This design comes from an exercise in tuning for small area, a short achievable clock period and few clock cycles on the open sky130 flow, not from production work. The RTL was checked by simulation tests, not by an equivalence proof against the original design. No activity file was given, so power comes from the tool's default toggle rates.

==> flow/design.v <==
module udp_rx_demux (
    input  wire        clk,
    input  wire        rst,
    input  wire        in_valid,
    output wire        in_ready,
    input  wire [7:0]  in_data,
    input  wire        in_last,
    output wire        out_valid,
    input  wire        out_ready,
    output wire [7:0]  out_data,
    output wire        out_last,
    output wire        ev_valid,
    output wire [2:0]  ev_kind,
    output wire [2:0]  ev_slot,
    output wire [15:0] ev_sport,
    output wire [15:0] ev_dport,
    output wire [15:0] ev_len,
    input  wire        bind_en,
    input  wire [2:0]  bind_slot,
    input  wire [15:0] bind_port,
    input  wire        deq_en,
    input  wire [2:0]  deq_slot
);
    localparam [2:0] EV_ENQUEUE        = 3'd0,
                     EV_UNRECOGNIZED   = 3'd1,
                     EV_ARP_REPLY      = 3'd2,
                     EV_ARP_SUPPRESSED = 3'd3,
                     EV_NO_PORT        = 3'd4,
                     EV_QUEUE_FULL     = 3'd5;
    reg        first;           
    reg [15:0] cnt;             
    reg        f_mac;           
    reg        f_12, f_13, f_14;
    reg        f_u;             
    reg        f_ip;            
    reg        g33, g41;        
    reg        t12;             
    reg        ty_arp, ty_ip;   
    reg [3:0]  ihl;
    reg        dp_done;         
    reg        lkd;             
    reg [8:0]  sc;              
    reg        mt;              
    reg        lkdone;          
    reg        pend;            
    reg        rdy;             
    reg        rep;             
    reg        rm;              
    reg        arp_seen;
    reg        ev_v;
    reg [2:0]  e_kind, e_slot;
    reg [31:0] pbv;             
    reg [47:0] mac;             
    reg [7:0]  out_d;
    reg        out_l;
    reg [15:0] slot_port  [0:7];
    reg        slot_valid [0:7];
    reg [2:0]  slot_count [0:7];
    wire in_fire  = in_valid && rdy;
    wire out_fire = rep && out_ready;
    wire        near = !first && cnt[15:7] == 9'd0;
    wire [6:0]  c7   = cnt[6:0];
    wire [1:0]  pj   = {~cnt[1], cnt[0]};
    wire [6:0]  rn   = c7 - 7'd13;
    wire        nu   = near && (c7 == 7'd14 ? in_data[3:0] == 4'd0
                                            : (!rn[6] && rn[5:2] == ihl && c7 > 7'd14));
    wire        dp_now = dp_done || (f_u && pj == 2'd3);
    wire        trig   = ty_ip && !lkd && g33 && (dp_now || in_last);
    wire        ip_cls = ty_ip && g33;
    wire        arp_cls = ty_arp && g41;
    wire        arp_go = in_fire && in_last && arp_cls && !arp_seen;
    wire [15:0] dport = {pbv[15:8], pbv[7:0]};
    reg  [15:0] sel_port;
    reg         sel_valid;
    reg  [2:0]  act_slot;
    integer s;
    always @(*) begin
        sel_port  = 16'd0;
        sel_valid = 1'b0;
        act_slot  = 3'd0;
        for (s = 0; s < 8; s = s + 1) begin
            if (sc[s]) begin
                sel_port  = sel_port | slot_port[s];
                sel_valid = sel_valid | slot_valid[s];
            end
            if (sc[s+1])
                act_slot  = act_slot | s;
        end
    end
    wire match = sel_valid && sel_port == dport;
    reg         op_bind, op_deq;
    reg  [2:0]  op_slot;
    reg  [2:0]  cur;            
    reg  [7:0]  cwe;            
    integer q;
    always @(*) begin
        cur = 3'd0;
        for (q = 0; q < 8; q = q + 1)
            if (sc[q+1] || (op_deq && op_slot == q))
                cur = cur | slot_count[q];
        for (q = 0; q < 8; q = q + 1)
            cwe[q] = ((op_bind || op_deq) && op_slot == q) ||
                     (sc[q+1] && mt && !cur[2]);
    end
    wire [2:0] cnew = op_bind ? 3'd0 :
                      op_deq  ? (cur == 3'd0 ? 3'd0 : cur - 3'd1) :
                                cur + 3'd1;
    wire sel_full = cur[2];
    wire [5:0] ri = cnt[5:0];
    wire r_mac = (ri[5:3] == 3'd0 && ri[2:0] <= 3'd5) || (ri >= 6'd32 && ri <= 6'd37);
    wire r_pb  = ri[5:1] == 5'b10011 || ri[5:1] == 5'b10100;
    reg  [7:0] r_pbb;
    always @(*)
        case (ri[1:0])
            2'd2:    r_pbb = pbv[31:24];
            2'd3:    r_pbb = pbv[23:16];
            2'd0:    r_pbb = pbv[15:8];
            default: r_pbb = pbv[7:0];
        endcase
    wire [7:0] r_data = (r_mac ? mac[47:40] : 8'd0) | (r_pb ? r_pbb : 8'd0);
    reg  [7:0] rbyte;
    always @(*) begin
        case (ri)
            6'd6, 6'd22:  rbyte = 8'h52;
            6'd7, 6'd23:  rbyte = 8'h54;
            6'd9, 6'd25:  rbyte = 8'h12;
            6'd10, 6'd26: rbyte = 8'h34;
            6'd11, 6'd27: rbyte = 8'h56;
            6'd12: rbyte = 8'h08;
            6'd13: rbyte = 8'h06;
            6'd15: rbyte = 8'h01;
            6'd16: rbyte = 8'h08;
            6'd18: rbyte = 8'h06;
            6'd19: rbyte = 8'h04;
            6'd21: rbyte = 8'h02;
            6'd28: rbyte = 8'h0a;
            6'd30: rbyte = 8'h02;
            6'd31: rbyte = 8'h0f;
            default: rbyte = r_data;    
        endcase
    end
    wire rep_end = cnt[5:0] == 6'd42;
    wire mac_rot = (out_fire && rm) || arp_go;
    integer i;
    always @(posedge clk) begin
        if (rst) begin
            first    <= 1'b1;
            sc       <= 9'd0;
            mt       <= 1'b0;
            pend     <= 1'b0;
            rdy      <= 1'b1;
            rep      <= 1'b0;
            arp_seen <= 1'b0;
            ev_v     <= 1'b0;
            f_mac    <= 1'b0;
            f_12     <= 1'b0;
            f_13     <= 1'b0;
            f_14     <= 1'b0;
            f_u      <= 1'b0;
            f_ip     <= 1'b0;
            g33      <= 1'b0;
            g41      <= 1'b0;
            for (i = 0; i < 8; i = i + 1)
                slot_valid[i] <= 1'b0;
        end else begin
            ev_v <= 1'b0;
            mt   <= match && !mt;
            sc   <= mt ? 9'd0 : {sc[7:0], 1'b0};
            if (in_fire) begin
                first <= in_last;
                cnt   <= (first ? 16'd0 : cnt) + 16'd1;
                f_mac <= !in_last && (first ? 1'b0 : (near && c7 >= 7'd5 && c7 <= 7'd10));
                f_12  <= !in_last && near && c7 == 7'd11;
                f_13  <= !in_last && near && c7 == 7'd12;
                f_14  <= !in_last && near && c7 == 7'd13;
                f_u   <= !in_last && nu;
                f_ip  <= !in_last && near && c7 >= 7'd27 && c7 <= 7'd30;
                g33   <= !in_last && (g33 || (near && c7 == 7'd32));
                g41   <= !in_last && (g41 || (near && c7 == 7'd40));
                if (first) begin
                    dp_done <= 1'b0;
                    lkd     <= 1'b0;
                    lkdone  <= 1'b0;
                end
                if (f_12) t12 <= in_data == 8'h08;
                if (f_13) begin
                    ty_arp <= t12 && in_data == 8'h06;
                    ty_ip  <= t12 && in_data == 8'h00;
                end
                if (f_14) ihl <= in_data[3:0];
                if (dp_now && !first) dp_done <= 1'b1;
                if (trig) begin
                    lkd <= 1'b1;
                    sc  <= 9'd1;
                end
                if (in_last) begin
                    if (ip_cls) begin
                        if (lkdone) begin
                            ev_v <= 1'b1;
                        end else begin
                            pend <= 1'b1;
                            rdy  <= 1'b0;
                        end
                    end else begin
                        ev_v <= 1'b1;
                        if (arp_cls) begin
                            if (arp_seen) begin
                                e_kind <= EV_ARP_SUPPRESSED;
                            end else begin
                                e_kind   <= EV_ARP_REPLY;
                                arp_seen <= 1'b1;
                                rep      <= 1'b1;
                                rdy      <= 1'b0;
                                rm       <= 1'b1;
                                cnt      <= 16'd1;
                                out_d    <= mac[47:40];
                                out_l    <= 1'b0;
                            end
                        end else begin
                            e_kind <= EV_UNRECOGNIZED;
                        end
                    end
                end
            end
            if (mt) begin
                lkdone <= 1'b1;
                e_slot <= act_slot;
                e_kind <= sel_full ? EV_QUEUE_FULL : EV_ENQUEUE;
            end else if (sc[8]) begin
                lkdone <= 1'b1;
                e_kind <= EV_NO_PORT;
            end
            if (pend && lkdone) begin
                pend <= 1'b0;
                rdy  <= 1'b1;
                ev_v <= 1'b1;
            end
            if (out_fire) begin
                cnt   <= cnt + 16'd1;
                out_d <= rbyte;
                out_l <= cnt[5:0] == 6'd41;
                rm    <= cnt[5:0] <= 6'd4 || (cnt[5:0] >= 6'd31 && cnt[5:0] <= 6'd36);
                if (rep_end) begin
                    rep <= 1'b0;
                    rdy <= 1'b1;
                end
            end
            if (bind_en) slot_valid[bind_slot] <= bind_port != 16'd0;
        end
    end
    always @(posedge clk) begin
        for (i = 0; i < 4; i = i + 1)
            if (in_fire) begin
                if (first && i >= 2)
                    pbv[31-8*i -: 8] <= 8'd0;
                else if ((i == 0 && f_14) ||
                         (!ty_arp && f_u && pj == i) || (ty_arp && f_ip && c7[1:0] == i))
                    pbv[31-8*i -: 8] <= in_data;
            end
        if (in_fire && f_mac)
            mac <= {mac[39:0], in_data};
        else if (mac_rot)
            mac <= {mac[39:0], mac[47:40]};
    end
    always @(posedge clk) begin
        for (i = 0; i < 8; i = i + 1) begin
            if (bind_en && bind_slot == i)
                slot_port[i] <= bind_port;
            if (cwe[i])
                slot_count[i] <= cnew;
        end
        op_bind <= bind_en && !rst;
        op_deq  <= deq_en && !rst;
        op_slot <= bind_en ? bind_slot : deq_slot;
    end
    assign in_ready  = rdy;
    assign out_valid = rep;
    assign out_data  = out_d;
    assign out_last  = out_l;
    assign ev_valid  = ev_v;
    assign ev_kind   = e_kind;
    assign ev_slot   = e_slot;
    assign ev_sport  = {pbv[31:24], pbv[23:16]};
    assign ev_dport  = {pbv[15:8], pbv[7:0]};
    assign ev_len    = cnt;
endmodule
==> flow/flow/run.sh <==
#!/bin/bash
# The standard layout, with plain buf_2 cells as the port buffers instead of
# the delay cells buffer_ports picks by default.
set -euo pipefail
export BUFFER_PORTS_ARGS="-buffer_cell sky130_fd_sc_hd__buf_2"
bash standard.sh > standard.log 2>&1
==> flow/standard.sh <==
#!/bin/bash
# synth_recipe.tcl (not shown) runs the flow's synth.tcl, then flattens the netlist and writes it again
# the make line also repeats each setting of config.mk as NAME=value (left out here)
make -C /OpenROAD-flow-scripts/flow DESIGN_CONFIG=/design/flow/config.mk WORK_HOME=/design/flow/orfs CLKGATE_MAP_FILE= SYNTH_SCRIPT=/design/flow/synth_recipe.tcl "${@:-finish}"
==> flow/config.mk <==
export PLATFORM = sky130hd
export DESIGN_NAME = udp_rx_demux
export DESIGN_NICKNAME = udp_rx_demux
export VERILOG_FILES = /design/flow/design.v
export SDC_FILE = /design/flow/constraint.sdc
export NUM_CORES = 4
export LEC_CHECK = 0
export CAP_MARGIN = 20
export CORE_MARGIN = 2
export CORE_UTILIZATION = 55
export CTS_CLUSTER_DIAMETER = 100
export CTS_CLUSTER_SIZE = 20
export PLACE_DENSITY = 0.7
export SETUP_SLACK_MARGIN = 3.5
export SLEW_MARGIN = 20
==> flow/constraint.sdc <==
create_clock -name core_clock -period 6.0 [get_ports {clk}]
set_input_delay 1.2000 -clock core_clock [delete_from_list [all_inputs] [get_ports {clk}]]
set_output_delay 1.2000 -clock core_clock [all_outputs]
set_load 0.01 [all_outputs]
==> Implementation_results.wiki, run 1 <==
{| class="wikitable"
! Metric !! Value
|-
| Result of the run || complete, no violations
|-
| Required time reported for the critical path endpoint || approximately 6.3 ns
|-
| Area delta synth->final || 14.95%
|-
| Routed via count divided by cell count || between 6 and 7
|-
| Share of the yosys chip area belonging to registers || 0.7010
|-
| Leakage Power || 4.839 nW
|-
| Total number of vias || approximately 8,400
|-
| Number of sinks handled by clock tree synthesis || between 300 and 400
|-
| Total overflow reported by the global router || 0
|-
| 1st-pass router iterations || 5
|-
| Mean cell area of the mapped netlist || approximately 14 µm²
|-
| Total I/O pin count || between 100 and 150
|-
| Most used flip-flop cell after synthesis || sky130_fd_sc_hd__edfxtp_1
|-
| Antenna violations before repair || 0
|-
| Number of CTS-inserted buffers || 19
|-
| Final worst clock skew || 0.01544 ns
|-
| Buffer depth of the longest clock path || 3
|-
| Hold Path Class || flop to flop
|-
| Shortest period the worst path allows || ~2.5 ns
|-
| Achievable clock frequency || slightly below 400 MHz
|-
| Unrepaired setup endpoints after global routing || true
|-
| Transition time of the tightest slew-check pin || about 1.0 ns
|-
| Starting utilization of the core area || 0.5549
|-
| DRT antenna net count || 0
|-
| Chip Width || 157.2 µm
|-
| Maximum Capacitance Violations || 0
|-
| Setup CP Type || flop to flop
|-
| Number of inserted filler cells in the final layout || around 1,800
|-
| Endpoint arrival time on the critical path || ~2.8 ns
|-
| Pwr dens || ~270 nW/µm²
|-
| Share of async-settable or async-resettable flops after synthesis || 0
|-
| Portion of the clock cycle consumed by the worst path in the final layout || 0.4214
|-
| Hold-fix buffers, CTS || 0
|-
| Count of flip-flops with a built-in enable after synthesis || between 200 and 300
|-
| Port-buffer cells || approximately 100
|-
| Final setup violation count || 0
|-
| Area of the mapped netlist || ~13,000 µm²
|-
| Number of hold-slack violations in the final timing report || 0
|-
| Post-synthesis sequential element count || 311
|-
| Sequential cell area || a little over 9000 µm²
|-
| Nets in the synthesized netlist || 958
|-
| Row Count || 56
|-
| TritonCTS clock tree || done
|-
| Total GRT Usage || 0.2508
|-
| Fraction of final layout cells sized beyond drive strength 1 || 0.2447
|-
| Global-route wire length before repair || roughly 47 mm
|-
| Commonest non-fill, non-tap cells in the layout || sky130_fd_sc_hd__edfxtp_1 (282), sky130_fd_sc_hd__buf_2 (102), sky130_fd_sc_hd__a22oi_1 (73), sky130_fd_sc_hd__nor2_1 (47), sky130_fd_sc_hd__buf_4 (39)
|-
| Insertion delay of the later-clocked pin in the worst-skew pair || around 0.52 ns
|-
| Final-layout setup total negative slack || 0 ns
|-
| Placement Cell Area || ~14,000 µm²
|-
| Detailed-route wire length || roughly 31 mm
|-
| Vertical die dimension || 157.2 µm
|-
| Area of all placed cells without fillers || 14,840 µm²
|-
| Headroom to the max-slew limit || 0.3085
|-
| Number of global-route vias before repair || roughly 8,000
|-
| Startpoint type of the worst setup path || flop
|-
| Clk slew on worst S/H paths || 0.09 ns
|-
| Area of combinational cells with multiple inputs || between 3000 and 4000 µm²
|-
| Critical-path maximum fanout || 8
|-
| Peak ir drop on the vdd network || 232.6 µV
|-
| Yosys warnings || 3
|-
| Placeable core region || approximately 23,000 µm²
|-
| Die outline area || roughly 25,000 µm²
|-
| Leading cell type in the layout, fill and taps excluded || sky130_fd_sc_hd__edfxtp_1
|-
| Number of different library cells in the post-synthesis netlist || 73
|-
| Post-synthesis instance total || about 910
|-
| DRC violation count after routing || 0
|-
| Layout net count || 1,071
|-
| Total count of max-transition violations in the final report || 0
|-
| Routability cong. || between 0.8 and 0.9
|-
| H-Tree Level Count || 1
|-
| Critical path capture point type || flop
|-
| Detailed Route Iter0 Violations || roughly 830
|-
| Wirelength per Cell || about 23 µm
|-
| Master cell of the clock root buffer || sky130_fd_sc_hd__clkbuf_16
|-
| Maximum number of pins on one net before global-route repair || roughly 50
|-
| HPWL after detailed placement || about 19 mm
|}
-- registers in the layout, indices dropped and copies added (netlist names), 3 cells and up --
name and count:
slot_count 24, e_slot 3, mac 48, op_slot 3
e_kind 3, sc 9, pbv 32, slot_valid 8
slot_port 128, out_d 8, ihl 4, cnt 16
-- where the power goes --
part | switching [W] | internal [W]
sequential | 0.0000346 | 0.00241
combinational | 0.000154 | 0.0000904
clock | 0.000684 | 0.000607
total | 0.000873 | 0.00311
-- per-stage QoR --
| stage | hold slack [ns] | worst slack (ns) | utilization | total power [W] | std cells |
|---|---|---|---|---|---|
| floorplan | 0.4003 | 3.312 | - | 0.002611 | 912 |
| global placement | 0.4002 | 2.872 | 0.5902 | 0.002691 | 1290 |
| detailed placement | 0.4045 | 2.804 | 0.5902 | 0.002697 | 1290 |
| CTS | 0.4166 | 3.507 | 0.6249 | 0.003973 | 1344 |
| global route | 0.4260 | 3.368 | 0.6377 | 0.004101 | 1357 |
| finish | 0.4152 | 3.472 | 0.6378 | 0.003981 | 1358 |
-- cells by family (layout without fill, tap and decap cells) --
| kind of cell | after synthesis | in the layout | share of synthesized area |
|---|---|---|---|
| XOR/XNOR | 31 | 31 | 0.02104 |
| AO/OA/AOI/OAI | 220 | 220 | 0.1276 |
| multiplexers | 13 | 13 | 0.01115 |
| buffers and inverters | 68 | 193 | 0.02317 |
| adder cells (fa/ha/maj) | 9 | 9 | 0.008724 |
| AND/OR/NAND/NOR | 260 | 261 | 0.1073 |
| other | 0 | 1 | 0 |
| flip-flops | 311 | 311 | 0.7010 |
-- path summary, 6_finish.rpt --
path,start,to,slack (ns),cells after the start
hold reg to reg,mac[34],mac[42],0.42,0
setup reg to reg,op_slot[2],slot_count[3][1],3.47,11
hold / removal,mac[34],mac[42],0.42,0
setup / recovery,op_slot[2],slot_count[3][1],3.47,11
-- per-layer routing --
metal	global-route usage	wire, µm	vias to the layer above
met4	0.06667	662	0
li1	-	-	3808
met1	0.3667	13650	4200
met5	0	0	-
met2	0.3993	14670	384
met3	0.03524	2460	51
-- worst max-delay path, stage by stage (launching register included) --
cell                        delay (ns)
sky130_fd_sc_hd__dfxtp_4          0.37
sky130_fd_sc_hd__buf_12           0.13
sky130_fd_sc_hd__and4b_1          0.17
sky130_fd_sc_hd__or2_1            0.24
sky130_fd_sc_hd__a22oi_2          0.15
sky130_fd_sc_hd__nand2_2          0.10
sky130_fd_sc_hd__a2111oi_4        0.42
sky130_fd_sc_hd__ha_4             0.21
sky130_fd_sc_hd__ha_4             0.13
sky130_fd_sc_hd__nor2_2           0.04
sky130_fd_sc_hd__mux2i_1          0.18
sky130_fd_sc_hd__nor2_2           0.11
-- synthesized netlist by cell type, types with 3 or more instances --
cell | count | area (µm²)
sky130_fd_sc_hd__nor4_1 | 18 | 112.6
sky130_fd_sc_hd__buf_2 | 8 | 40.04
sky130_fd_sc_hd__nand3b_1 | 4 | 30.03
sky130_fd_sc_hd__dfxtp_1 | 29 | 580.6
sky130_fd_sc_hd__and3_1 | 7 | 43.79
sky130_fd_sc_hd__ha_1 | 9 | 112.6
sky130_fd_sc_hd__nand3_1 | 20 | 100.1
sky130_fd_sc_hd__nand4_1 | 21 | 131.4
sky130_fd_sc_hd__nor3_1 | 19 | 95.09
sky130_fd_sc_hd__or4_1 | 3 | 22.52
sky130_fd_sc_hd__a222oi_1 | 8 | 80.08
sky130_fd_sc_hd__nand2b_1 | 10 | 62.56
sky130_fd_sc_hd__a211o_1 | 3 | 26.28
sky130_fd_sc_hd__a311oi_1 | 3 | 26.28
sky130_fd_sc_hd__inv_1 | 15 | 56.30
sky130_fd_sc_hd__buf_1 | 4 | 15.01
sky130_fd_sc_hd__a21o_1 | 3 | 22.52
sky130_fd_sc_hd__clkbuf_1 | 36 | 135.1
sky130_fd_sc_hd__nor2b_1 | 23 | 143.9
sky130_fd_sc_hd__nand2_1 | 41 | 153.9
sky130_fd_sc_hd__mux2_2 | 11 | 123.9
sky130_fd_sc_hd__a22oi_1 | 75 | 563.0
sky130_fd_sc_hd__nor2_1 | 56 | 210.2
sky130_fd_sc_hd__o2bb2ai_1 | 6 | 52.55
sky130_fd_sc_hd__xnor2_1 | 11 | 96.34
sky130_fd_sc_hd__o21ai_0 | 23 | 115.1
sky130_fd_sc_hd__o221ai_1 | 4 | 35.03
sky130_fd_sc_hd__edfxtp_1 | 282 | 8468
sky130_fd_sc_hd__a31oi_1 | 10 | 62.56
sky130_fd_sc_hd__and2_1 | 16 | 100.1
sky130_fd_sc_hd__o21a_1 | 4 | 30.03
sky130_fd_sc_hd__a22o_1 | 4 | 35.03
sky130_fd_sc_hd__a31o_2 | 4 | 35.03
sky130_fd_sc_hd__a221oi_1 | 3 | 26.28
sky130_fd_sc_hd__a32oi_1 | 4 | 35.03
sky130_fd_sc_hd__or2_2 | 9 | 56.30
sky130_fd_sc_hd__xor2_1 | 20 | 175.2
sky130_fd_sc_hd__o22ai_1 | 7 | 43.79
sky130_fd_sc_hd__a21oi_1 | 39 | 195.2
-- repair_timing --
| action | 4_1_cts | 5_1_grt |
|---|---|---|
| gates cloned | 0 | 1 |
| resized for setup | 26 | 37 |
| endpoints found under the setup margin | 111 | 147 |
| setup buffers | 20 | 12 |
| pin swaps | 9 | 14 |
-- cell type report --
class,instances,share of cell area
timing repair buffer,144,0.05701
clock inverter,2,0.001349
antenna,1,0.0001687
multi-input combinational,534,0.2644
tap,319,0.02690
sequential,311,0.6111
inverter,15,0.003795
clock buffer,32,0.03533
Testbench counts, summed over its fixed seeds: cycles 230,452.
==> run 2: changes to the inputs <==
--- a/flow/design.v
+++ b/flow/design.v
@@ -47,8 +47,9 @@
     reg        rep;             
     reg        rm;              
+    reg        rp;              
     reg        arp_seen;
     reg        ev_v;
     reg [2:0]  e_kind, e_slot;
-    reg [31:0] pbv;             
+    reg [7:0]  pb [0:3];        
     reg [47:0] mac;             
     reg [7:0]  out_d;
@@ -70,5 +71,5 @@
     wire        arp_cls = ty_arp && g41;
     wire        arp_go = in_fire && in_last && arp_cls && !arp_seen;
-    wire [15:0] dport = {pbv[15:8], pbv[7:0]};
+    wire [15:0] dport = {pb[2], pb[3]};
     reg  [15:0] sel_port;
     reg         sel_valid;
@@ -90,4 +91,5 @@
     wire match = sel_valid && sel_port == dport;
     reg         op_bind, op_deq;
+    reg         op_nz;          
     reg  [2:0]  op_slot;
     reg  [2:0]  cur;            
@@ -107,37 +109,34 @@
                                 cur + 3'd1;
     wire sel_full = cur[2];
-    wire [5:0] ri = cnt[5:0];
-    wire r_mac = (ri[5:3] == 3'd0 && ri[2:0] <= 3'd5) || (ri >= 6'd32 && ri <= 6'd37);
-    wire r_pb  = ri[5:1] == 5'b10011 || ri[5:1] == 5'b10100;
-    reg  [7:0] r_pbb;
+    reg [7:0] r_pbb;
     always @(*)
-        case (ri[1:0])
-            2'd2:    r_pbb = pbv[31:24];
-            2'd3:    r_pbb = pbv[23:16];
-            2'd0:    r_pbb = pbv[15:8];
-            default: r_pbb = pbv[7:0];
+        case (pj)
+            2'd0:    r_pbb = pb[0];
+            2'd1:    r_pbb = pb[1];
+            2'd2:    r_pbb = pb[2];
+            default: r_pbb = pb[3];
         endcase
-    wire [7:0] r_data = (r_mac ? mac[47:40] : 8'd0) | (r_pb ? r_pbb : 8'd0);
-    reg  [7:0] rbyte;
+    reg [7:0] rconst;
     always @(*) begin
-        case (ri)
-            6'd6, 6'd22:  rbyte = 8'h52;
-            6'd7, 6'd23:  rbyte = 8'h54;
-            6'd9, 6'd25:  rbyte = 8'h12;
-            6'd10, 6'd26: rbyte = 8'h34;
-            6'd11, 6'd27: rbyte = 8'h56;
-            6'd12: rbyte = 8'h08;
-            6'd13: rbyte = 8'h06;
-            6'd15: rbyte = 8'h01;
-            6'd16: rbyte = 8'h08;
-            6'd18: rbyte = 8'h06;
-            6'd19: rbyte = 8'h04;
-            6'd21: rbyte = 8'h02;
-            6'd28: rbyte = 8'h0a;
-            6'd30: rbyte = 8'h02;
-            6'd31: rbyte = 8'h0f;
-            default: rbyte = r_data;    
+        case (cnt[5:0])
+            6'd6, 6'd22:  rconst = 8'h52;
+            6'd7, 6'd23:  rconst = 8'h54;
+            6'd9, 6'd25:  rconst = 8'h12;
+            6'd10, 6'd26: rconst = 8'h34;
+            6'd11, 6'd27: rconst = 8'h56;
+            6'd12: rconst = 8'h08;
+            6'd13: rconst = 8'h06;
+            6'd15: rconst = 8'h01;
+            6'd16: rconst = 8'h08;
+            6'd18: rconst = 8'h06;
+            6'd19: rconst = 8'h04;
+            6'd21: rconst = 8'h02;
+            6'd28: rconst = 8'h0a;
+            6'd30: rconst = 8'h02;
+            6'd31: rconst = 8'h0f;
+            default: rconst = {8{rp}} & r_pbb;    
         endcase
     end
+    wire [7:0] rbyte = rm ? mac[47:40] : rconst;
     wire rep_end = cnt[5:0] == 6'd42;
     wire mac_rot = (out_fire && rm) || arp_go;
@@ -146,4 +145,8 @@
         if (rst) begin
             first    <= 1'b1;
+            cnt      <= 16'd0;
+            lkd      <= 1'b0;
+            lkdone   <= 1'b0;
+            dp_done  <= 1'b0;
             sc       <= 9'd0;
             mt       <= 1'b0;
@@ -213,4 +216,5 @@
                                 rdy      <= 1'b0;
                                 rm       <= 1'b1;
+                                rp       <= 1'b0;
                                 cnt      <= 16'd1;
                                 out_d    <= mac[47:40];
@@ -241,4 +245,5 @@
                 out_l <= cnt[5:0] == 6'd41;
                 rm    <= cnt[5:0] <= 6'd4 || (cnt[5:0] >= 6'd31 && cnt[5:0] <= 6'd36);
+                rp    <= cnt[5:0] >= 6'd37 && cnt[5:0] <= 6'd40;
                 if (rep_end) begin
                     rep <= 1'b0;
@@ -246,5 +251,5 @@
                 end
             end
-            if (bind_en) slot_valid[bind_slot] <= bind_port != 16'd0;
+            if (op_bind) slot_valid[op_slot] <= op_nz;
         end
     end
@@ -253,8 +258,8 @@
             if (in_fire) begin
                 if (first && i >= 2)
-                    pbv[31-8*i -: 8] <= 8'd0;
+                    pb[i] <= 8'd0;
                 else if ((i == 0 && f_14) ||
                          (!ty_arp && f_u && pj == i) || (ty_arp && f_ip && c7[1:0] == i))
-                    pbv[31-8*i -: 8] <= in_data;
+                    pb[i] <= in_data;
             end
         if (in_fire && f_mac)
@@ -273,4 +278,5 @@
         op_deq  <= deq_en && !rst;
         op_slot <= bind_en ? bind_slot : deq_slot;
+        op_nz   <= bind_port != 16'd0;
     end
     assign in_ready  = rdy;
@@ -281,6 +287,6 @@
     assign ev_kind   = e_kind;
     assign ev_slot   = e_slot;
-    assign ev_sport  = {pbv[31:24], pbv[23:16]};
-    assign ev_dport  = {pbv[15:8], pbv[7:0]};
+    assign ev_sport  = {pb[0], pb[1]};
+    assign ev_dport  = {pb[2], pb[3]};
     assign ev_len    = cnt;
 endmodule
--- a/flow/config.mk
+++ b/flow/config.mk
@@ -9,7 +9,7 @@
 export CORE_MARGIN = 2
 export CORE_UTILIZATION = 55
-export CTS_CLUSTER_DIAMETER = 100
-export CTS_CLUSTER_SIZE = 20
+export CTS_CLUSTER_DIAMETER = 120
+export CTS_CLUSTER_SIZE = 25
 export PLACE_DENSITY = 0.7
-export SETUP_SLACK_MARGIN = 3.5
+export SETUP_SLACK_MARGIN = 3.6
 export SLEW_MARGIN = 20
==> run 2 against run 1 <==
Compared with the run above:
- total power fell by 3.7%
- clock power fell by 7%
- utilization rose by 0.34 points
- highest routed layer unchanged
- largest power group unchanged
- final area down 1.6%
- critical path depth fell by 10
- sequential power is essentially flat
- non-clock buffer count up 3
- clock skew up 0.0085 ns
- flip-flop and latch count is 2 higher
- worst hold slack gained 0.0060 ns
- cell count up 2.0%
==> Implementation_results.wiki, run 2 <==
{| class="wikitable"
! Metric !! Value
|-
| Number of different library cells in the post-synthesis netlist || 64 (-12%)
|-
| Routability cong. || 0.8883 (+2.7%)
|-
| Vertical die dimension || 156.8 µm (-0.24%)
|-
| Number of CTS-inserted buffers || 16 (-3)
|-
| Synthesized-area fraction occupied by xor and xnor cells || 0.02046 (-0.0005774)
|-
| Total number of cells along the worst setup path || 1 (-10)
|-
| Row Count || 55 (-1.8%)
|-
| Total overflow reported by the global router || 0 (unchanged)
|-
| CP Buf/Inv Count || 1 (unchanged)
|-
| Endpoint arrival time on the critical path || 1.20 ns (-1.58 ns)
|-
| Antenna violations before repair || 0 (unchanged)
|-
| Commonest non-fill, non-tap cells in the layout || sky130_fd_sc_hd__edfxtp_1 (264), sky130_fd_sc_hd__buf_2 (102), sky130_fd_sc_hd__a22oi_1 (79), sky130_fd_sc_hd__nor2_1 (78), sky130_fd_sc_hd__nand2_1 (48)
|-
| Total GRT Usage || 0.2519 (+0.001112)
|-
| Beginning of the critical path || pb[2][1]
|-
| Post-synthesis sequential element count || 313 (+0.64%)
|-
| Most used flip-flop cell after synthesis || sky130_fd_sc_hd__edfxtp_1
|-
| Share of async-settable or async-resettable flops after synthesis || 0 (unchanged)
|-
| Number of sinks handled by clock tree synthesis || 313 (+0.64%)
|-
| Chip Width || 156.8 µm (-0.24%)
|-
| Antenna diode instance count || 0 (-1)
|-
| Register with the most flip-flops || slot_port
|-
| Leading cell type in the layout, fill and taps excluded || sky130_fd_sc_hd__edfxtp_1
|-
| Cell types occupying the most area after synthesis || sky130_fd_sc_hd__edfxtp_1 (62%), sky130_fd_sc_hd__dfxtp_1 (7.6%), sky130_fd_sc_hd__a22oi_1 (4.8%)
|-
| Number of hold-slack violations in the final timing report || 0 (unchanged)
|-
| H-Tree Level Count || 1 (unchanged)
|-
| FF-to-FF End || f_u
|-
| Post-synthesis instance total || 955 (+4.7%)
|-
| Critical path capture point type || primary output
|-
| Result of the run || complete, no violations
|-
| Peak ir drop on the vdd network || 229.8 µV (-1.2%)
|-
| Total number of vias || 8,526 (+0.98%)
|-
| Hold endpoint || mac[17]
|-
| Number of flip-flops under the largest register name || 128 (unchanged)
|-
| Global routing's busiest layer || met2
|-
| Achievable clock frequency || 417.5 MHz (+5.5%)
|-
| Final worst clock skew || 0.02398 ns (+0.008545 ns)
|-
| Global-route wire length before repair || 46.84 mm (unchanged)
|-
| Area of all placed cells without fillers || 14,610 µm² (-1.6%)
|-
| Portion of the clock cycle consumed by the worst path in the final layout || 0.3992 (-0.02215)
|-
| Met3 Resource Use GR || 0.03295 (-0.002287)
|-
| Final-layout setup total negative slack || 0 ns (unchanged)
|-
| Share of the yosys chip area belonging to registers || 0.6936 (-0.007428)
|-
| Total count of max-transition violations in the final report || 0 (unchanged)
|-
| Startpoint type of the worst setup path || flop
|-
| Port-buffer cells || 102 (unchanged)
|-
| Proportion of power drawn by combinational gates || 0.054 (-0.007)
|-
| Pwr dens || 262.6 nW/µm² (-2.1%)
|-
| Number of inserted filler cells in the final layout || 1,751 (-2.0%)
|-
| Detailed Route Iter0 Violations || 870 (+4.4%)
|-
| Mux cell area share after synthesis || 0.01042 (-0.0007240)
|-
| Slowest stage delay, CP || 0.49 ns (+0.07 ns)
|-
| Placement Cell Area || 13,640 µm² (-0.63%)
|-
| Sequential power share || 0.632 (+0.018)
|-
| Maximum Capacitance Violations || 0 (unchanged)
|-
| Buffer depth of the longest clock path || 3 (unchanged)
|-
| Share of the synthesized area in the top cell type || 0.6172 (-0.03883)
|-
| Adder-cell area share of the yosys netlist || 0.008768 (+0.00004335)
|-
| Register-to-register path setup slack || 3.70 ns (+0.23 ns)
|-
| Layout net count || 1,109 (+3.5%)
|-
| Routed via count divided by cell count || 6.156 (-0.99%)
|-
| Insertion delay of the later-clocked pin in the worst-skew pair || 0.51 ns (about the same)
|-
| Most frequently used cell type in the post-synthesis netlist || sky130_fd_sc_hd__edfxtp_1
|-
| Top Registers || slot_port: 128 flops, mac: 48 flops, pb: 32 flops
|-
| Switching part of the total power || 0.2160 (-0.003185)
|-
| DRC violation count after routing || 0 (unchanged)
|-
| DRT antenna net count || 0 (unchanged)
|-
| Number of global-route vias before repair || 7,993 (-0.60%)
|-
| Worst hold path depth || 0 (unchanged)
|-
| Clock power share || 0.314 (-0.010)
|-
| Transition time of the tightest slew-check pin || 1.094 ns (+0.05972 ns)
|-
| Worst path slowest cell || sky130_fd_sc_hd__edfxtp_1
|-
| Internal Power || 0.003007 W (-3.3%)
|-
| Clk slew on worst S/H paths || 0.10 ns (about the same)
|-
| Nets in the synthesized netlist || 1,001 (+4.5%)
|-
| Setup CP Type || flop to primary output
|-
| Wirelength per Cell || 22.54 µm (-2.7%)
|-
| Final setup violation count || 0 (unchanged)
|-
| TritonCTS clock tree || done
|-
| Area of the mapped netlist || 12,840 µm² (-0.49%)
|-
| Count of flip-flops with a built-in enable after synthesis || 264 (-6.4%)
|-
| Startpoint of the most critical hold path || mac[9]
|-
| Leakage Power || 4.745 nW (-1.9%)
|-
| Cells on worst reg2reg path || 6 (-5)
|-
| Mean cell area of the mapped netlist || 13.45 µm² (-5.0%)
|-
| Hold Path Class || flop to flop
|-
| HPWL after detailed placement || 19.29 mm (-0.91%)
|-
| Shortest period the worst path allows || 2.395 ns (-0.1329 ns)
|-
| Area fraction in compound gates after synthesis || 0.1280 (+0.0004390)
|-
| Critical-path maximum fanout || 2 (-6)
|-
| Maximum number of pins on one net before global-route repair || 49 (unchanged)
|-
| FF-to-FF Start || cnt[12]
|-
| Cell type contributing the most total cell area after synthesis || sky130_fd_sc_hd__edfxtp_1
|-
| Unrepaired setup endpoints after global routing || true
|-
| Starting utilization of the core area || 0.5639 (+0.008994)
|-
| Fraction of the mapped netlist area in simple logic gates || 0.1125 (+0.005209)
|-
| Commonest cells in the synthesized netlist || sky130_fd_sc_hd__edfxtp_1 (264), sky130_fd_sc_hd__nor2_1 (85), sky130_fd_sc_hd__a22oi_1 (82)
|-
| Headroom to the max-slew limit || 0.2701 (-0.03836)
|-
| GR Util met2 || 0.3910 (-0.008274)
|-
| Total I/O pin count || 103 (unchanged)
|-
| Placeable core region || 22,780 µm² (-2.1%)
|-
| Yosys warnings || 4 (+1)
|-
| Combinational family with the most area after synthesis || compound AO/OA/AOI/OAI gates
|-
| Cells along the critical path || buf_2
|-
| Master cell of the clock root buffer || sky130_fd_sc_hd__clkbuf_16
|-
| Detailed-route wire length || 31.22 mm (-0.72%)
|-
| Family of cells with the greatest summed delay on the critical path || flip-flops
|-
| Die outline area || 24,590 µm² (-0.48%)
|-
| Switching power total || 0.0008285 W (-5.1%)
|-
| Area delta synth->final || 13.72%
|-
| Met1 usage in global routing || 0.3741 (+0.007483)
|-
| 1st-pass router iterations || 6 (+1)
|-
| Required time reported for the critical path endpoint || 4.80 ns (-1.45 ns)
|-
| Fraction of final layout cells sized beyond drive strength 1 || 0.2248 (-0.01989)
|}
[run 2: cell types whose count changed in the layout (fill, tap and decap cells not counted), moves of 7 or more]
cell / before / now
sky130_fd_sc_hd__edfxtp_1: 282 / 264
sky130_fd_sc_hd__dfxtp_1: 23 / 37
sky130_fd_sc_hd__nor2_1: 47 / 78
sky130_fd_sc_hd__o21ai_0: 22 / 35
sky130_fd_sc_hd__nor4_1: 18 / 9
sky130_fd_sc_hd__o21bai_1: 0 / 7
sky130_fd_sc_hd__o2bb2ai_1: 1 / 8
sky130_fd_sc_hd__nand2_1: 38 / 48
[run 2: cells by family after synthesis]
| logic type | count (synthesis) |
|---|---|
| fa+ha+maj | 9 |
| flops | 313 |
| buf+inv | 69 |
| xor+xnor | 30 |
| compound gates | 239 |
| simple gates | 283 |
| mux | 12 |
[run 2: stage by stage]
| step | instances | hold slack, ns | power [W] | util | setup slack (ns) |
|---|---|---|---|---|---|
| final | 1385 | 0.4212 | 0.003835 | 0.6412 | 3.605 |
| after global routing | 1385 | 0.4304 | 0.003945 | 0.6412 | 3.516 |
| after CTS | 1367 | 0.4267 | 0.003832 | 0.6286 | 3.550 |
| after detailed placement | 1327 | 0.4045 | 0.002649 | 0.5990 | 2.944 |
| after global placement | 1327 | 0.4012 | 0.002644 | 0.5990 | 3.084 |
| after floorplan | 955 | 0.4003 | 0.002568 | - | 3.475 |
[run 2: how the worst max path moves through the flow]
stage / slack (ns) / endpoint
5_1_grt: 3.52 / cnt[12]
3_3_place_gp: 3.08 / out_d[5]
2_1_floorplan: 3.47 / slot_port[1][0]
3_5_place_dp: 2.94 / out_d[0]
4_1_cts: 3.55 / pb[2][0]
6_report: 3.60 / ev_dport[9]
[run 2: routing by layer]
| layer | wire length [µm] | vias to the layer above | part of all wire |
|---|---|---|---|
| met2 | 14280 | 378 | 0.46 |
| li1 | - | 3898 | - |
| met1 | 13720 | 4193 | 0.44 |
| met5 | 0 | - | 0 |
| met3 | 2388 | 57 | 0.076 |
| met4 | 827 | 0 | 0.026 |
[run 2: what timing repair did]
item | CTS | global route
setup buffers | 13 | 17
gates cloned | 0 | 1
pin swaps | 1 | 5
endpoints found under the setup margin | 104 | 160
gates resized for setup | 32 | 33
hold buffers | 0 | 0
[run 2: worst reg2reg max path, delay by kind of cell (launching register included)]
family / cells / cell delay (ns)
DFF: 1 / 0.38
AOI/OAI and AO/OA: 1 / 0.16
and+or+nand+nor: 5 / 1.69
[run 2: layout make-up]
| cell class | instances | area (µm²) | share of cell area |
|---|---|---|---|
| multi-input cells | 574 | 3891 | 0.2664 |
| clock buffers | 26 | 459.2 | 0.03144 |
| repair buffers | 147 | 858.3 | 0.05877 |
| well taps | 313 | 391.6 | 0.02681 |
| inverters | 11 | 45.04 | 0.003084 |
| clock inverters | 1 | 16.27 | 0.001114 |
| flip-flops and latches | 313 | 8944 | 0.6124 |
[run 2: power groups by stage]
| stage | registers [W] | clock network (W) | logic, W |
|---|---|---|---|
| 2_1_floorplan | 0.00247 | 0 | 0.000101 |
| 3_3_place_gp | 0.00248 | 0 | 0.000168 |
| 3_5_place_dp | 0.00248 | 0 | 0.000171 |
| 4_1_cts | 0.00242 | 0.00122 | 0.000189 |
| 5_1_grt | 0.00243 | 0.00129 | 0.000225 |
| 6_report | 0.00242 | 0.00120 | 0.000208 |
Testbench counts of run 2, summed over its fixed seeds: cycles 230,452.
==> run 3: changes to the inputs <==
--- a/flow/config.mk
+++ b/flow/config.mk
@@ -12,4 +12,4 @@
 export CTS_CLUSTER_SIZE = 25
 export PLACE_DENSITY = 0.7
-export SETUP_SLACK_MARGIN = 3.6
+export SETUP_SLACK_MARGIN = 3.55
 export SLEW_MARGIN = 20
==> run 3 against run 2 <==
Compared with the run above:
- still clean on timing, DRC and antenna
- via count barely moved
- worst hold slack got worse by 0.00092 ns
- sequential share of layout area rose by 0.97 points
- final area fell by 1.5%
- non-clock buffer count fell by 17
- routed wire length rose by 0.17%
- clock skew fell by 0.0060 ns
- global-route usage barely moved
- total power fell by 0.51%
- critical endpoint unchanged
- largest power group unchanged
==> Implementation_results.wiki, run 3 <==
{| class="wikitable"
! Metric !! Value
|-
| Area of all placed cells without fillers || 14,380 µm² (-1.5%)
|-
| Critical-path maximum fanout || 3 (+1)
|-
| Switching power total || 0.0008177 W (-1.3%)
|-
| Detailed-route wire length || 31.27 mm (+0.17%)
|-
| Cell type contributing the most total cell area after synthesis || sky130_fd_sc_hd__edfxtp_1
|-
| Required time reported for the critical path endpoint || 4.80 ns (about the same)
|-
| Nets in the synthesized netlist || 1,001 (unchanged)
|-
| Family of cells with the greatest summed delay on the critical path || flip-flops
|-
| Starting utilization of the core area || 0.5639 (unchanged)
|-
| Post-synthesis instance total || 955 (unchanged)
|-
| Final-layout setup total negative slack || 0 ns (unchanged)
|-
| Total GRT Usage || 0.2517 (about the same)
|-
| Row Count || 55 (unchanged)
|-
| Number of global-route vias before repair || 8,029 (+0.45%)
|-
| H-Tree Level Count || 1 (unchanged)
|-
| Total I/O pin count || 103 (unchanged)
|-
| HPWL after detailed placement || 19.63 mm (+1.8%)
|-
| Total number of vias || 8,534 (+0.094%)
|-
| Cells along the critical path || buf_2
|-
| Routed via count divided by cell count || 6.238 (+1.3%)
|-
| Master cell of the clock root buffer || sky130_fd_sc_hd__clkbuf_16
|-
| Share of the synthesized area in the top cell type || 0.6172 (unchanged)
|-
| Chip Width || 156.8 µm (unchanged)
|-
| Total count of max-transition violations in the final report || 0 (unchanged)
|-
| Critical path capture point type || primary output
|-
| Buffer depth of the longest clock path || 3 (unchanged)
|-
| Most frequently used cell type in the post-synthesis netlist || sky130_fd_sc_hd__edfxtp_1
|-
| Share of the yosys chip area belonging to registers || 0.6936 (unchanged)
|-
| Portion of the clock cycle consumed by the worst path in the final layout || 0.4037 (+0.004492)
|-
| Post-route setup slack || 3.578 ns (-0.02695 ns)
|-
| Count of flip-flops with a built-in enable after synthesis || 264 (unchanged)
|-
| DRT antenna net count || 0 (unchanged)
|-
| DRC violation count after routing || 0 (unchanged)
|-
| Final setup violation count || 0 (unchanged)
|-
| Leading cell type in the layout, fill and taps excluded || sky130_fd_sc_hd__edfxtp_1
|-
| Headroom to the max-slew limit || 0.4438 (+0.1737)
|-
| Most used flip-flop cell after synthesis || sky130_fd_sc_hd__edfxtp_1
|-
| Pwr dens || 265.3 nW/µm² (+1.0%)
|-
| CP Buf/Inv Count || 1 (unchanged)
|-
| Number of sinks handled by clock tree synthesis || 313 (unchanged)
|-
| Endpoint arrival time on the critical path || 1.22 ns (+0.02 ns)
|-
| Peak ir drop on the vdd network || 228.5 µV (-0.56%)
|-
| Placement Cell Area || 13,630 µm² (-0.10%)
|-
| Die outline area || 24,590 µm² (unchanged)
|-
| Antenna violations before repair || 0 (unchanged)
|-
| TritonCTS clock tree || done
|-
| Place WS || 2.936 ns (-0.007990 ns)
|-
| Detailed Route Iter0 Violations || 894 (+2.8%)
|-
| Achievable clock frequency || 412.8 MHz (-1.1%)
|-
| Top Registers || slot_port: 128 flops, mac: 48 flops, pb: 32 flops
|-
| Maximum Capacitance Violations || 0 (unchanged)
|-
| Antenna diode instance count || 0 (unchanged)
|-
| Vertical die dimension || 156.8 µm (unchanged)
|-
| Final worst clock skew || 0.01803 ns (-0.005953 ns)
|-
| Startpoint type of the worst setup path || flop
|-
| Switching part of the total power || 0.2143 (-0.001751)
|-
| Maximum number of pins on one net before global-route repair || 49 (unchanged)
|-
| Clock power share || 0.315 (about the same)
|-
| Total overflow reported by the global router || 0 (unchanged)
|-
| Worst path slowest cell || sky130_fd_sc_hd__edfxtp_1
|-
| Post-synthesis sequential element count || 313 (unchanged)
|-
| Utilization after layout || 0.6314 (-0.009832)
|-
| Result of the run || complete, no violations
|-
| Wirelength per Cell || 22.86 µm (+1.4%)
|-
| Number of CTS-inserted buffers || 16 (unchanged)
|-
| Layout net count || 1,091 (-1.6%)
|-
| Clk slew on worst S/H paths || 0.10 ns (about the same)
|-
| Area delta synth->final || 11.97%
|-
| Area of the mapped netlist || 12,840 µm² (unchanged)
|-
| Yosys warnings || 4 (unchanged)
|-
| Global-route wire length before repair || 46.69 mm (-0.32%)
|-
| Hold-fix buffers, CTS || 0 (unchanged)
|-
| Transition time of the tightest slew-check pin || 0.8343 ns (-0.2594 ns)
|-
| Number of hold-slack violations in the final timing report || 0 (unchanged)
|-
| Insertion delay of the later-clocked pin in the worst-skew pair || 0.50 ns (about the same)
|-
| Mean cell area of the mapped netlist || 13.45 µm² (unchanged)
|-
| Share of async-settable or async-resettable flops after synthesis || 0 (unchanged)
|-
| Placeable core region || 22,780 µm² (unchanged)
|-
| Proportion of power drawn by combinational gates || 0.048 (-0.006)
|-
| Setup CP Type || flop to primary output
|-
| 1st-pass router iterations || 7 (+1)
|-
| Shortest period the worst path allows || 2.422 ns (+0.02695 ns)
|-
| Cell types occupying the most area after synthesis || sky130_fd_sc_hd__edfxtp_1 (62%), sky130_fd_sc_hd__dfxtp_1 (7.6%), sky130_fd_sc_hd__a22oi_1 (4.8%)
|-
| Number of flip-flops under the largest register name || 128 (unchanged)
|-
| Routability cong. || 0.9037 (+1.7%)
|-
| Number of different library cells in the post-synthesis netlist || 64 (unchanged)
|-
| Fraction of final layout cells sized beyond drive strength 1 || 0.1991 (-0.02576)
|-
| Commonest non-fill, non-tap cells in the layout || sky130_fd_sc_hd__edfxtp_1 (264), sky130_fd_sc_hd__buf_2 (102), sky130_fd_sc_hd__a22oi_1 (82), sky130_fd_sc_hd__nor2_1 (81), sky130_fd_sc_hd__nand2_1 (49)
|-
| Slowest stage delay, CP || 0.52 ns (+0.03 ns)
|-
| Internal Power || 0.002998 W (-0.28%)
|-
| Hold WS || 0.4203 ns (-0.0009170 ns)
|-
| Register with the most flip-flops || slot_port
|-
| Commonest cells in the synthesized netlist || sky130_fd_sc_hd__edfxtp_1 (264), sky130_fd_sc_hd__nor2_1 (85), sky130_fd_sc_hd__a22oi_1 (82)
|-
| Unrepaired setup endpoints after global routing || false
|-
| Sequential power share || 0.637 (+0.005)
|-
| Port-buffer cells || 102 (unchanged)
|-
| Hold Path Class || flop to flop
|-
| Leakage Power || 4.651 nW (-2.0%)
|-
| Number of inserted filler cells in the final layout || 1,740 (-0.63%)
|}
[run 3: worst paths after layout]
kind	from	to	slack (ns)	depth (start not counted)
setup / recovery	pb[2][1]	ev_dport[9]	3.58	1
hold / removal	mac[17]	mac[25]	0.42	0
setup reg to reg	op_deq	slot_count[4][2]	3.68	9
hold reg to reg	mac[17]	mac[25]	0.42	0
[run 3: logic make-up (layout without fill, tap and decap cells)]
family | count (synthesis) | in the layout | share of synthesized area
mux | 12 | 12 | 0.01042
flops | 313 | 313 | 0.6936
simple gates | 283 | 283 | 0.1125
xor+xnor | 30 | 30 | 0.02046
compound gates | 239 | 239 | 0.1280
fa+ha+maj | 9 | 9 | 0.008768
buf+inv | 69 | 169 | 0.02620
[run 3: power groups by stage]
| stage | Combinational, W | Sequential [W] | Clock [W] |
|---|---|---|---|
| finish | 0.000183 | 0.00243 | 0.00120 |
| global route | 0.000200 | 0.00243 | 0.00129 |
| CTS | 0.000173 | 0.00243 | 0.00122 |
| detailed placement | 0.000167 | 0.00248 | 0 |
| global placement | 0.000162 | 0.00248 | 0 |
| floorplan | 0.0000980 | 0.00247 | 0 |
[run 3: routing by layer]
layer	vias up	track usage	share of wire
met1	4214	0.3677	0.43
met3	63	0.03517	0.077
met4	0	0.07121	0.025
li1	3861	-	-
met2	396	0.3985	0.47
met5	-	0	0
[run 3: area by class of cell]
class	count	area, µm²	area share
Clock buffer	27	462.9	0.03219
Clock inverter	1	16.27	0.001131
Tap cell	313	391.6	0.02723
Timing Repair Buffer	130	743.2	0.05168
Inverter	11	41.29	0.002871
Multi-Input combinational cell	573	3780	0.2628
Sequential cell	313	8946	0.6221
[run 3: repair_timing]
action	CTS	global route
pin swaps	0	4
gates resized for setup	25	32
setup endpoints to repair	76	146
buffers inserted	1	8
[run 3: through the flow]
| step | instances | power, W |
|---|---|---|
| floorplan | 955 | 0.002565 |
| global placement | 1331 | 0.002640 |
| detailed placement | 1331 | 0.002648 |
| CTS | 1360 | 0.003820 |
| global route | 1368 | 0.003927 |
| finish | 1368 | 0.003816 |
==> run 4: changes to the inputs <==
--- a/flow/config.mk
+++ b/flow/config.mk
@@ -12,4 +12,4 @@
 export CTS_CLUSTER_SIZE = 25
 export PLACE_DENSITY = 0.7
-export SETUP_SLACK_MARGIN = 3.55
+export SETUP_SLACK_MARGIN = 3.7
 export SLEW_MARGIN = 20
==> run 4 against run 3 <==
Compared with the run above:
- critical endpoint is now ev_dport[13]
- final area increased by 4.4%
- sequential share of layout area decreased by 2.5 points
- largest cell class unchanged
- first-iteration DRC count increased by 4.6%
- routed wire length increased by 1.6%
- critical path depth unchanged
- highest routed layer unchanged
==> Implementation_results.wiki, run 4 <==
{| class="wikitable"
! Metric !! Value
|-
| Vertical die dimension || 156.8 µm (unchanged)
|-
| FF-to-FF End || f_u
|-
| Nets in the synthesized netlist || 1,001 (unchanged)
|-
| Number of different library cells in the post-synthesis netlist || 64 (unchanged)
|-
| Number of hold-slack violations in the final timing report || 0 (unchanged)
|-
| Last element of the critical path || ev_dport[13]
|-
| Total number of cells along the worst setup path || 1 (unchanged)
|-
| Peak ir drop on the vdd network || 238.2 µV (+4.2%)
|-
| Cell types occupying the most area after synthesis || sky130_fd_sc_hd__edfxtp_1 (62%), sky130_fd_sc_hd__dfxtp_1 (7.6%), sky130_fd_sc_hd__a22oi_1 (4.8%)
|-
| Achievable clock frequency || 421.9 MHz (+2.2%)
|-
| Final setup violation count || 0 (unchanged)
|-
| Routability cong. || 0.8768 (-3.0%)
|-
| Slowest stage delay, CP || 0.47 ns (-0.05 ns)
|-
| Share of the yosys chip area belonging to registers || 0.6936 (unchanged)
|-
| Required time reported for the critical path endpoint || 4.80 ns (about the same)
|-
| Global-route wire length before repair || 47.20 mm (+1.1%)
|-
| Chip Width || 156.8 µm (unchanged)
|-
| Hold-fix buffers, CTS || 0 (unchanged)
|-
| Pwr dens || 257.0 nW/µm² (-3.1%)
|-
| Count of flip-flops with a built-in enable after synthesis || 264 (unchanged)
|-
| Share of the synthesized area in the top cell type || 0.6172 (unchanged)
|-
| Total number of vias || 8,748 (+2.5%)
|-
| Maximum number of pins on one net before global-route repair || 49 (unchanged)
|-
| Register with the most flip-flops || slot_port
|-
| Starting utilization of the core area || 0.5639 (unchanged)
|-
| Port-buffer cells || 102 (unchanged)
|-
| Worst path slowest cell || sky130_fd_sc_hd__edfxtp_1
|-
| Critical-path maximum fanout || 2 (-1)
|-
| Buffer depth of the longest clock path || 3 (unchanged)
|-
| Commonest non-fill, non-tap cells in the layout || sky130_fd_sc_hd__edfxtp_1 (264), sky130_fd_sc_hd__buf_2 (99), sky130_fd_sc_hd__a22oi_1 (78), sky130_fd_sc_hd__nor2_1 (74), sky130_fd_sc_hd__buf_4 (70)
|-
| Portion of the clock cycle consumed by the worst path in the final layout || 0.3951 (-0.008672)
|-
| Yosys warnings || 4 (unchanged)
|-
| Leakage Power || 4.944 nW (+6.3%)
|-
| HPWL after detailed placement || 19.17 mm (-2.3%)
|-
| Area of all placed cells without fillers || 15,020 µm² (+4.4%)
|-
| Most frequently used cell type in the post-synthesis netlist || sky130_fd_sc_hd__edfxtp_1
|-
| Area of the mapped netlist || 12,840 µm² (unchanged)
|-
| Headroom to the max-slew limit || 0.3526 (-0.09121)
|-
| Shortest period the worst path allows || 2.370 ns (-0.05203 ns)
|-
| Placement Cell Area || 13,670 µm² (+0.32%)
|-
| Clk slew on worst S/H paths || 0.11 ns (about the same)
|-
| Insertion delay of the later-clocked pin in the worst-skew pair || 0.51 ns (about the same)
|-
| Number of global-route vias before repair || 8,125 (+1.2%)
|-
| Post-synthesis sequential element count || 313 (unchanged)
|-
| Cell type contributing the most total cell area after synthesis || sky130_fd_sc_hd__edfxtp_1
|-
| Final worst clock skew || 0.02144 ns (+0.003414 ns)
|-
| Number of CTS-inserted buffers || 16 (unchanged)
|-
| TritonCTS clock tree || done
|-
| Hold Path Class || flop to flop
|-
| Top Registers || slot_port: 128 flops, mac: 48 flops, pb: 32 flops
|-
| Number of sinks handled by clock tree synthesis || 313 (unchanged)
|-
| Final-layout setup total negative slack || 0 ns (unchanged)
|-
| Post-route setup slack || 3.630 ns (+0.05203 ns)
|-
| Detailed Route Iter0 Violations || 935 (+4.6%)
|-
| Row Count || 55 (unchanged)
|-
| Routed via count divided by cell count || 6.169 (-1.1%)
|-
| Placeable core region || 22,780 µm² (unchanged)
|-
| Commonest cells in the synthesized netlist || sky130_fd_sc_hd__edfxtp_1 (264), sky130_fd_sc_hd__nor2_1 (85), sky130_fd_sc_hd__a22oi_1 (82)
|-
| Beginning of the critical path || pb[2][5]
|-
| Critical path capture point type || primary output
|-
| Total overflow reported by the global router || 0 (unchanged)
|-
| DRC violation count after routing || 0 (unchanged)
|-
| Mean cell area of the mapped netlist || 13.45 µm² (unchanged)
|-
| H-Tree Level Count || 1 (unchanged)
|-
| Maximum Capacitance Violations || 0 (unchanged)
|-
| Antenna violations before repair || 0 (unchanged)
|-
| Number of flip-flops under the largest register name || 128 (unchanged)
|-
| Leading cell type in the layout, fill and taps excluded || sky130_fd_sc_hd__edfxtp_1
|-
| Post-synthesis instance total || 955 (unchanged)
|-
| Total count of max-transition violations in the final report || 0 (unchanged)
|-
| Place WS || 2.919 ns (-0.01719 ns)
|-
| Area delta synth->final || 16.91%
|-
| Result of the run || complete, no violations
|-
| Setup CP Type || flop to primary output
|-
| FF-to-FF Start || cnt[10]
|-
| Total I/O pin count || 103 (unchanged)
|-
| Startpoint type of the worst setup path || flop
|-
| Layout net count || 1,141 (+4.6%)
|-
| 1st-pass router iterations || 7 (unchanged)
|-
| Antenna diode instance count || 0 (unchanged)
|-
| Cells on worst reg2reg path || 6 (-3)
|-
| Cells along the critical path || buf_2
|-
| Unrepaired setup endpoints after global routing || true
|-
| Die outline area || 24,590 µm² (unchanged)
|-
| CP Buf/Inv Count || 1 (unchanged)
|-
| Detailed-route wire length || 31.77 mm (+1.6%)
|-
| Transition time of the tightest slew-check pin || 0.9711 ns (+0.1368 ns)
|-
| Share of async-settable or async-resettable flops after synthesis || 0 (unchanged)
|-
| Master cell of the clock root buffer || sky130_fd_sc_hd__clkbuf_16
|-
| DRT antenna net count || 0 (unchanged)
|-
| Most used flip-flop cell after synthesis || sky130_fd_sc_hd__edfxtp_1
|-
| Total GRT Usage || 0.2518 (about the same)
|-
| Wirelength per Cell || 22.41 µm (-2.0%)
|-
| Family of cells with the greatest summed delay on the critical path || flip-flops
|-
| Fraction of final layout cells sized beyond drive strength 1 || 0.2733 (+0.07425)
|-
| Register-to-register path setup slack || 3.76 ns (+0.08 ns)
|-
| Number of inserted filler cells in the final layout || 1,682 (-3.3%)
|-
| Endpoint arrival time on the critical path || 1.17 ns (-0.05 ns)
|-
| Utilization after layout || 0.6592 (+0.02785)
|}
==> run 4: layer usage <==
metal / vias to the layer above / track usage / part of all wire
li1: 3964 / - / -
met1: 4359 / 0.3682 / 0.43
met2: 384 / 0.4117 / 0.48
met3: 41 / 0.03129 / 0.082
met4: 0 / 0.04980 / 0.013
met5: - / 0 / 0
==> run 4: cell families after synthesis <==
kind of cell	synth area share
AOI/OAI and AO/OA	0.1280
adders and majority gates	0.008768
and+or+nand+nor	0.1125
buffers and inverters	0.02620
DFF	0.6936
xor gates and xnor gates	0.02046
muxes	0.01042
==> run 4: worst min path at each step <==
stage	slack, ns	start	end	cells past startpoint
after floorplan	0.40	mac[2]	mac[10]	0
after global placement	0.40	mac[7]	mac[15]	0
after detailed placement	0.40	mac[7]	mac[15]	0
after CTS	0.42	mac[30]	mac[38]	0
after global routing	0.43	mac[11]	mac[19]	0
final	0.41	mac[11]	mac[19]	0
==> run 4: cell type report <==
type / count / area (µm²) / area share
flip-flops and latches: 313 / 8966 / 0.5971
multi-input cells: 574 / 3991 / 0.2658
repair buffers: 179 / 1146 / 0.07633
clock buffers: 27 / 462.9 / 0.03083
well taps: 313 / 391.6 / 0.02608
inverters: 11 / 41.29 / 0.002750
clock inverters: 1 / 16.27 / 0.001083
==> run 4: where the power goes <==
part           switching, W  internal [W]
sequential        0.0000246       0.00240
combinational      0.000144     0.0000855
clock              0.000670      0.000540
total              0.000838       0.00302
==> run 4: repair_timing <==
| action | CTS | global route |
|---|---|---|
| setup buffers | 32 | 30 |
| resized for setup | 60 | 49 |
| cloned | 0 | 1 |
| endpoints found under the setup margin | 134 | 195 |
| pin swaps | 7 | 20 |
==> run 4: stage by stage <==
step                cells  hold slack (ns)  power (W)
finish               1418           0.4138   0.003859
global route         1418           0.4336   0.003966
CTS                  1387           0.4207   0.003846
detailed placement   1327           0.4045   0.002649
global placement     1327           0.4019   0.002644
floorplan             955           0.4003   0.002569
==> run 5: changes to the inputs <==
--- a/flow/config.mk
+++ b/flow/config.mk
@@ -12,4 +12,4 @@
 export CTS_CLUSTER_SIZE = 25
 export PLACE_DENSITY = 0.7
-export SETUP_SLACK_MARGIN = 3.7
+export SETUP_SLACK_MARGIN = 3.65
 export SLEW_MARGIN = 20
==> run 5 against run 4 <==
Compared with the run above:
- sequential power barely moved
- sequential share of layout area is 1.1 points higher
- global-route usage grew 0.10 points
- count of clock-buffer cells in the layout down 1
- utilization is 1.3 points lower
- flip-flop and latch count unchanged
- largest power group unchanged
- cell count down 1.2%
- critical endpoint is now ev_dport[4]
- clock power is essentially flat
- clock skew decreased by 0.0022 ns
- routed wire length is 1.4% lower
- critical path depth unchanged
==> Implementation_results.wiki, run 5 <==
{| class="wikitable"
! Metric !! Value
|-
| Post-synthesis sequential element count || 313 (unchanged)
|-
| Routed via count divided by cell count || 6.167 (about the same)
|-
| Global-route wire length before repair || 47.13 mm (-0.15%)
|-
| Number of inserted filler cells in the final layout || 1,689 (+0.42%)
|-
| FF-to-FF Start || cnt[8]
|-
| Critical path capture point type || primary output
|-
| Wirelength per Cell || 22.35 µm (-0.25%)
|-
| 1st-pass router iterations || 6 (-1)
|-
| Chip Width || 156.8 µm (unchanged)
|-
| Maximum number of pins on one net before global-route repair || 49 (unchanged)
|-
| Placeable core region || 22,780 µm² (unchanged)
|-
| Post-synthesis instance total || 955 (unchanged)
|-
| H-Tree Level Count || 1 (unchanged)
|-
| Hold WS || 0.4150 ns (+0.001159 ns)
|-
| Pwr dens || 260.7 nW/µm² (+1.4%)
|-
| Required time reported for the critical path endpoint || 4.80 ns (about the same)
|-
| Maximum Capacitance Violations || 0 (unchanged)
|-
| Count of flip-flops with a built-in enable after synthesis || 264 (unchanged)
|-
| Number of different library cells in the post-synthesis netlist || 64 (unchanged)
|-
| Setup CP Type || flop to primary output
|-
| Starting utilization of the core area || 0.5639 (unchanged)
|-
| CP Buf/Inv Count || 1 (unchanged)
|-
| Mean cell area of the mapped netlist || 13.45 µm² (unchanged)
|-
| Port-buffer cells || 102 (unchanged)
|-
| Most used flip-flop cell after synthesis || sky130_fd_sc_hd__edfxtp_1
|-
| Area of combinational cells with multiple inputs || 3854 µm² (-3.4%)
|-
| Share of async-settable or async-resettable flops after synthesis || 0 (unchanged)
|-
| Peak ir drop on the vdd network || 307.6 µV (+29%)
|-
| Detailed Route Iter0 Violations || 891 (-4.7%)
|-
| Row Count || 55 (unchanged)
|-
| Leakage Power || 4.817 nW (-2.6%)
|-
| Startpoint type of the worst setup path || flop
|-
| Switching part of the total power || 0.2154 (-0.001821)
|-
| Number of CTS-inserted buffers || 16 (unchanged)
|-
| Nets in the synthesized netlist || 1,001 (unchanged)
|-
| Register with the most flip-flops || slot_port
|-
| Cells after DPL || 1,326 (-0.075%)
|-
| Critical-path maximum fanout || 2 (unchanged)
|-
| Commonest cells in the synthesized netlist || sky130_fd_sc_hd__edfxtp_1 (264), sky130_fd_sc_hd__nor2_1 (85), sky130_fd_sc_hd__a22oi_1 (82)
|-
| Portion of the clock cycle consumed by the worst path in the final layout || 0.3990 (+0.003955)
|-
| Unrepaired setup endpoints after global routing || true
|-
| Insertion delay of the later-clocked pin in the worst-skew pair || 0.52 ns (about the same)
|-
| Share of the yosys chip area belonging to registers || 0.6936 (unchanged)
|-
| Number of global-route vias before repair || 8,110 (-0.18%)
|-
| Internal Power || 0.003010 W (-0.36%)
|-
| Hold Path Class || flop to flop
|-
| Transition time of the tightest slew-check pin || 1.061 ns (+0.08992 ns)
|-
| Antenna violations before repair || 1 (+1)
|-
| Headroom to the max-slew limit || 0.2919 (-0.06071)
|-
| Slowest stage delay, CP || 0.49 ns (+0.02 ns)
|-
| Switching power total || 0.0008263 W (-1.4%)
|-
| Cell type contributing the most total cell area after synthesis || sky130_fd_sc_hd__edfxtp_1
|-
| Shortest period the worst path allows || 2.394 ns (+0.02373 ns)
|-
| Share of the synthesized area in the top cell type || 0.6172 (unchanged)
|-
| Leading cell type in the layout, fill and taps excluded || sky130_fd_sc_hd__edfxtp_1
|-
| Final standard cell count with taps included and fillers excluded || 1,401 (-1.2%)
|-
| Vertical die dimension || 156.8 µm (unchanged)
|-
| Beginning of the critical path || pb[3][4]
|-
| Total number of vias || 8,640 (-1.2%)
|-
| DRC violation count after routing || 0 (unchanged)
|-
| Top Registers || slot_port: 128 flops, mac: 48 flops, pb: 32 flops
|-
| Final setup violation count || 0 (unchanged)
|-
| Total I/O pin count || 103 (unchanged)
|-
| Startpoint of the most critical hold path || mac[23]
|-
| Die outline area || 24,590 µm² (unchanged)
|-
| Yosys warnings || 4 (unchanged)
|-
| Sequential cell area || 8951 µm² (-0.17%)
|-
| Layout net count || 1,124 (-1.5%)
|-
| TritonCTS clock tree || done
|-
| Worst path slowest cell || sky130_fd_sc_hd__edfxtp_1
|-
| Total count of max-transition violations in the final report || 0 (unchanged)
|-
| Area of the mapped netlist || 12,840 µm² (unchanged)
|-
| Commonest non-fill, non-tap cells in the layout || sky130_fd_sc_hd__edfxtp_1 (264), sky130_fd_sc_hd__buf_2 (102), sky130_fd_sc_hd__a22oi_1 (82), sky130_fd_sc_hd__nor2_1 (77), sky130_fd_sc_hd__buf_4 (55)
|-
| Number of hold-slack violations in the final timing report || 0 (unchanged)
|-
| Number of flip-flops under the largest register name || 128 (unchanged)
|-
| Family of cells with the greatest summed delay on the critical path || flip-flops
|-
| Clk slew on worst S/H paths || 0.10 ns (about the same)
|-
| Cell types occupying the most area after synthesis || sky130_fd_sc_hd__edfxtp_1 (62%), sky130_fd_sc_hd__dfxtp_1 (7.6%), sky130_fd_sc_hd__a22oi_1 (4.8%)
|-
| Master cell of the clock root buffer || sky130_fd_sc_hd__clkbuf_16
|-
| Detailed-route wire length || 31.32 mm (-1.4%)
|-
| Number of sinks handled by clock tree synthesis || 313 (unchanged)
|-
| Most frequently used cell type in the post-synthesis netlist || sky130_fd_sc_hd__edfxtp_1
|-
| Clock power share || 0.313 (about the same)
|-
| Total GRT Usage || 0.2528 (+0.001002)
|-
| Buffer depth of the longest clock path || 3 (unchanged)
|-
| Result of the run || complete, no violations
|-
| Achievable clock frequency || 417.7 MHz (-0.99%)
|-
| DRT antenna net count || 0 (unchanged)
|-
| Total overflow reported by the global router || 0 (unchanged)
|-
| Hold-fix buffers, CTS || 0 (unchanged)
|-
| Post-layout power || 0.003836 W (-0.59%)
|-
| Final-layout setup total negative slack || 0 ns (unchanged)
|-
| Cells along the critical path || buf_2
|-
| Utilization after layout || 0.6460 (-0.01318)
|-
| Final worst clock skew || 0.01920 ns (-0.002244 ns)
|-
| HPWL after detailed placement || 19.23 mm (+0.30%)
|-
| Sequential power share || 0.631 (+0.004)
|-
| Endpoint arrival time on the critical path || 1.19 ns (+0.02 ns)
|-
| Routability cong. || 0.8761 (about the same)
|-
| Fraction of final layout cells sized beyond drive strength 1 || 0.2401 (-0.03319)
|-
| Area delta synth->final || 14.57%
|-
| Proportion of power drawn by combinational gates || 0.056 (-0.003)
|}
[run 5: area by class of cell]
type,count,share of cell area
Sequential cell,313,0.6083
Tap cell,313,0.02661
Clock buffer,26,0.03120
Timing Repair Buffer,163,0.06794
Clock inverter,1,0.001105
Antenna cell,1,0.0001701
Inverter,11,0.002806
Multi-Input combinational cell,573,0.2619
[run 5: metal layers]
metal / share of wire / GRT usage / vias up
met5: 0 / 0 / -
li1: - / - / 3931
met3: 0.076 / 0.03683 / 72
met4: 0.034 / 0.09742 / 0
met2: 0.47 / 0.3935 / 406
met1: 0.42 / 0.3633 / 4231
[run 5: final timing paths]
kind	end	slack [ns]	cells after the start
setup / recovery	ev_dport[4]	3.61	1
hold reg to reg	mac[31]	0.42	0
setup reg to reg	f_u	3.65	6
hold / removal	mac[31]	0.42	0
[run 5: kinds of logic after synthesis]
kind of cell / share of synthesized area
mux: 0.01042
buf+inv: 0.02620
flops: 0.6936
simple gates: 0.1125
fa+ha+maj: 0.008768
xor+xnor: 0.02046
compound gates: 0.1280
[run 5: what timing repair did]
action	CTS	global route
buffers inserted	24	23
gates resized for setup	41	29
pin swaps	4	6
setup endpoints to repair	124	106
gates cloned	0	0
endpoints found under the hold margin	0	0
[run 5: stage by stage]
step	setup WS, ns	instance area, µm²
after floorplan	3.503	12960
after global placement	3.021	13650
after detailed placement	2.891	13650
after CTS	3.622	14430
after global routing	3.571	14720
final	3.606	14720
[run 5: power groups by stage]
stage               Combinational [W]  Clock [W]  Sequential [W]
global route                 0.000231    0.00128         0.00243
finish                       0.000213    0.00120         0.00242
detailed placement           0.000171          0         0.00248
floorplan                    0.000102          0         0.00247
global placement             0.000169          0         0.00248
CTS                          0.000198    0.00121         0.00242

Check on run 5: ideal ports give 3.606 ns setup slack; a clkbuf_16 on the clock port and buf_2 on the inputs give 3.557 ns; moving port delays by the midpoint clock arrival (0.551 ns) as well gives 3.107 ns.
